This is an optimization exercise on Yosys and OpenROAD, whose aim is small area, not a production implementation.
In this exercise RTL edits were held to simulation tests only and were not proved equivalent to the original.

== PW ==
// fcb_core
module fcb_core (
    input  wire        clk,
    input  wire        rst,
    input  wire        op_valid,
    output wire        op_ready,
    input  wire [7:0]  op_code,
    input  wire [23:0] op_arg,
    output reg         res_valid,
    output reg  [7:0]  res_code,
    output reg  [63:0] res_data,
    input  wire        rx_valid,
    output wire        rx_ready,
    input  wire [7:0]  rx_data,
    input  wire        rx_err
);
    localparam [7:0]  ACK      = 8'h06;
    localparam [7:0]  START    = 8'hF2;
    localparam [7:0]  END_MARK = 8'h03;
    localparam [7:0]  PMT      = 8'h50;
    localparam [31:0] CRC_POLY = 32'hEDB88320;
    localparam [4:0] K_C20 = 5'b00000, K_W   = 5'b00001, K_C22 = 5'b00010, K_C23 = 5'b00011,
                     K_C24 = 5'b00100, K_C25 = 5'b00101, K_B   = 5'b00110, K_PMT = 5'b00111,
                     K_F2  = 5'b01000, K_F1  = 5'b01001, K_C00 = 5'b01010, K_L   = 5'b01011,
                     K_DS  = 5'b01100, K_03  = 5'b01101, K_SWL = 5'b01110, K_SWH = 5'b01111,
                     K_R0  = 5'b10000, K_BCC = 5'b10001, K_CRC = 5'b10010, K_N   = 5'b10011,
                     K_AS  = 5'b10100, K_R5  = 5'b10101, K_R6  = 5'b10110, K_R7  = 5'b10111,
                     K_R8  = 5'b11000, K_R9  = 5'b11001, K_BRV = 5'b11010, K_DEC = 5'b11011,
                     K_FL  = 5'b11100, K_ST  = 5'b11101, K_ER  = 5'b11110, K_AD  = 5'b11111;
    reg [7:0]  a2 [0:1];          
    reg [7:0]  s2 [0:1];          
    reg        bz;                
    reg [7:0]  wr8 [0:7];         
    reg [7:0]  br [0:47];         
    reg [5:0]  ub;                
    reg [31:0] crc;
    reg [6:0]  nlen;              
    reg [7:0]  dsum;              
    reg [2:0]  de;                
    reg        dack;
    reg        pmt;               
    reg        dec;               
    reg [1:0]  ch;                
    reg [5:0]  cnt;               
    wire [4:0] kind = cnt[4:0];
    wire       done  = |nlen[6:3];
    wire       fail  = |de;
    wire [7:0] dcode = {3'b000, de == 3'd7, de[2] & de[1],
                        de[2] & ~de[1], de[1] & ~de[2], de[0] & ~(de[2] & de[1])};
    wire [5:0] lval  = nlen[5:0] - 6'd6;
    wire idle   = ~dec & ~bz;
    wire [7:0]  oc  = op_code;
    wire [23:0] idx = op_arg;
    wire [5:0] fx  = dec ? cnt : idx[5:0];
    wire [6:0] rem = nlen - {1'b0, fx} - 7'd1;      
  ...
clock: 10.0 ns
lec_check: 0
abc_area: 1
cap_margin: 20
core_margin: 2
core_utilization: 65
slew_margin: 20
standard.sh (not shown) runs the stock make flow with config.mk's settings and CLKGATE_MAP_FILE= SYNTH_SCRIPT=/design/flow/synth_recipe.tcl, a recipe that flattens the netlist after the stock synthesis.
==> flow/flow/run.sh <==
#!/bin/bash
# The standard layout (standard.sh) with three changes:
# - synthesis maps logic with a stronger ABC area script (three rounds of
#   choice computation, area-oriented mapping and don't-care resynthesis);
#   registers are mapped before ABC runs, so they are the standard ones;
# - port buffers use the smallest buffer cell;
# - clock tree synthesis inserts no dummy loads and uses a smaller root buffer.
set -euo pipefail
work=$(pwd)
rm -rf "$work/scripts"
cp -r "$FLOW_HOME/scripts" "$work/scripts"
cp "$work/flow/abc_area.script" "$work/scripts/abc_area.script"
export SCRIPTS_DIR="$work/scripts"
export BUFFER_PORTS_ARGS="-buffer_cell sky130_fd_sc_hd__buf_1"
export CTS_ARGS="-sink_clustering_enable -repair_clock_nets -dont_use_dummy_load -buf_list sky130_fd_sc_hd__clkbuf_16 -sink_clustering_size 30 -sink_clustering_max_diameter 80 -root_buf sky130_fd_sc_hd__clkbuf_8"
bash standard.sh > "$work/orfs_make.log" 2>&1
==> flow/flow/abc_area.script <==
strash
dch
map -a
mfs2
strash
dch
map -a
mfs2
strash
dch
map -a
topo
PW completed every stage of the flow, and the final layout passed the timing, DRC and antenna checks.
Here is what was changed in the inputs of JK compared with PW.
--- a/flow/design.v
+++ b/flow/design.v
@@ -34,28 +34,28 @@
     reg [5:0]  ub;                
     reg [31:0] crc;
     reg [6:0]  nlen;              
     reg [7:0]  dsum;              
     reg [2:0]  de;                
     reg        dack;
-    reg        pmt;               
     reg        dec;               
-    reg [1:0]  ch;                
     reg [5:0]  cnt;               
     wire [4:0] kind = cnt[4:0];
+    wire [1:0] ch   = cnt[5] ? cnt[1:0] : 2'd0;    
     wire       done  = |nlen[6:3];
     wire       fail  = |de;
     wire [7:0] dcode = {3'b000, de == 3'd7, de[2] & de[1],
                         de[2] & ~de[1], de[1] & ~de[2], de[0] & ~(de[2] & de[1])};
     wire [5:0] lval  = nlen[5:0] - 6'd6;
     wire idle   = ~dec & ~bz;
     wire [7:0]  oc  = op_code;
     wire [23:0] idx = op_arg;
     wire [5:0] fx  = dec ? cnt : idx[5:0];
     wire [6:0] rem = nlen - {1'b0, fx} - 7'd1;      
-    wire [2:0] t3  = dec ? cnt[2:0] : (oc == 8'h42) ? idx[2:0] : (oc == 8'h55) ? 3'd4 : 3'd7;
+    wire [2:0] t3  = dec ? cnt[2:0] : (oc == 8'h42) ? idx[2:0] :
+                     (oc == 8'h55) ? 3'd4 : (oc[2:1] == 2'b00) ? (nlen[0] ? 3'd3 : 3'd4) : 3'd7;
     wire       lo_eq = (ub[2:0] == t3);
     wire       lo4_eq = lo_eq & (ub[3] == cnt[3]);
     wire tail  = done;                    
     wire h0d   = tail | (cnt != 6'd63);   
     wire isend = tail & (rem[5:0] == 6'd1);
     wire ischk = tail & (rem[5:0] == 6'd0);
@@ -101,18 +101,19 @@
                     knext = {3'b011, rem[1:0]};
                     go = ~rem[1] | (ub[0] == i6[0]);
                 end
                 else if (i_w) begin    knext = K_W; go = lo_eq; end
                 else begin             knext = K_B; go = lo_eq & (ub[5:3] == i6[5:3]); end
             end
-            8'h50: knext = done ? K_PMT : K_C22;
+            8'h50: begin
+                if (!done)        knext = K_C22;
+                else begin        knext = K_PMT; go = lo_eq; end
+            end
             8'h51: begin
                 if (!done)        knext = K_C22;
-                else if (!pmt)    knext = K_C00;
-                else if (short11) knext = K_C23;
-                else begin        knext = K_AS; go = (ub[0] == nlen[0]); end
+                else begin        knext = K_AS; go = lo_eq; end
             end
             8'h52: begin
                 if (!done)        knext = K_C22;
                 else if (short11) knext = K_C23;
                 else begin        knext = K_AD; go = (ub[0] == nlen[0]); end
             end
@@ -211,13 +212,12 @@
         s2[1] <= s2[0];
         s2[0] <= (rx_fire && is_sw) ? rx_data : s2[1];
         if (rst)
             bz <= 1'b1;
         else if (ub[0])
             bz <= 1'b0;
-        ch   <= (~rst & cupd) ? ch + 2'd1 : 2'd0;
         if (rst) begin
             crc       <= 32'hFFFFFFFF;
             nlen      <= 7'd0;
             de        <= 3'd0;
             dack      <= 1'b0;
             dec       <= 1'b0;
@@ -236,29 +236,30 @@
                     end else begin
                         if (!tail && rx_err) dack <= 1'b0;
                         if (!ischk) dsum <= dsum ^ rx_data;
                     end
                     if (h0d && !tail && cnt[1:0] == 2'd3 && de_n == 3'd0)
                         nlen <= {1'b0, rx_data[5:0]} + 7'd6;
-                    if (cnt == 6'd4) pmt <= (rx_data == PMT);
                     if (fin) begin
                         dec       <= 1'b0;
                         res_valid <= 1'b1;
                         if (de_n != 3'd0) nlen <= 7'd0;
                     end
                 end
             end else begin
-                cnt <= (oc == 8'h40) ? 6'd63 : {1'b0, knext};
+                cnt <= (op_valid && oc == 8'h40) ? 6'd63 :
+                       (cupd && !go) ? {4'b1000, ch + 2'd1} : {1'b0, knext};
                 if (acc && oc == 8'h40) begin
                     dec  <= 1'b1;
                     nlen <= 7'd0;
                 end
             end
         end
     end
     wire [7:0]  f1 = a2[0];
+    wire        pmt = ((nlen[0] ? wr8[1] : wr8[0]) == PMT);      
     wire [15:0] sw = {s2[0], s2[1]};
     wire [7:0]  f4 = wr8[0], f5 = wr8[1], f6 = wr8[2];
     wire [7:0]  f7 = wr8[0], f8 = wr8[1], f9 = wr8[2];
     wire d_hit = (f7[7:2] == 6'b001100) && (f7[1:0] != 2'b11);
     wire s_hit = (f8[7:2] == 6'b001100) && (f8[1:0] != 2'b11);
     wire c_hit = (f9[7:1] == 7'b0011000);
@@ -297,14 +298,17 @@
             K_SWL: res_data[7:0] = s2[0];
             K_F2:  res_data[7:0] = START;
             K_L:   res_data[5:0] = lval;
             K_03:  res_data[7:0] = END_MARK;
             K_DS:  res_data[7:0] = dsum;
             K_PMT: res_data[0] = pmt;
-            K_AS:  res_data[1:0] = {sw == 16'h91AF,
-                                    (sw == 16'h9100) || (sw == 16'h9000) || (sw == 16'h91AF)};
+            K_AS: begin
+                if (pmt && short11) res_code = 8'h23;
+                else res_data[1:0] = {pmt & (sw == 16'h91AF),
+                                      pmt & ((sw == 16'h9100) || (sw == 16'h9000) || (sw == 16'h91AF))};
+            end
             K_AD: begin
                 if (!a_hit) begin res_code = 8'h10; res_data[15:0] = sw; end
                 else res_data[1:0] = a_idx;
             end
             K_ST: begin
                 if (!d_hit)      begin res_code = 8'h11; res_data[15:0] = {8'd0, f7}; end
## What came out
Max minimum setup slack after placement across PW and JK: PW. Summary of the comparison: total number of multi-input combinational cells is higher in JK, relative to PW. JK — worst setup slack 0.12 ns lower, PW as reference. Summary of JK over PW: cell area comparable; time the final worst path needs with I/O delays and setup now larger. [JK] average cell area after synthesis fell about 1% relative to PW. Compared to PW, the router laid down less metal wire for JK. For JK, the type of the setup path with the least slack was primary input to primary output, unlike PW, where it was flip-flop to primary output. PW → JK: minimum hold slack down 0.022 ns, overall via count from detail_route went down by 244, filler cell count went down. Re number of register bits inferred by synthesis: JK is about 0.55% down on PW. PW and JK ended up with nearly the same layout overhead on the synthesized area. JK vs PW, portion of the clock cycle consumed by the worst path in the final layout went up by 1.2 points.

## static timing again, ports no longer ideal
Ports are ideal in the flow. The routed layouts listed here were re-timed in OpenROAD. Step 1, drivers: a clkbuf_16 drives clk and a buf_2 each remaining input, both assumed. Step 2 moves the port delays by t, midway between the first and last clock arrival at a register: inputs arrive t later, outputs are due t later. That takes back most of the time a late clock gives input paths. a / b / c = ideal ports / drivers / drivers and shift; a / b = the first two.
run | shift t [ns] | setup WS [ns] | latest minus earliest clock arrival (ns) | pins driven straight from the clock port
PW | 0.666 | 2.821 / 2.770 / 2.805 | 0.068 / 0.067 | 1
JK | 0.676 | 2.696 / 2.671 / 2.671 | 0.058 / 0.058 | 1
After both steps setup and hold are still met in every run listed. For JK, which loses most, drivers alone change the setup slack by -0.025 ns; drivers and shift together by -0.025 ns.
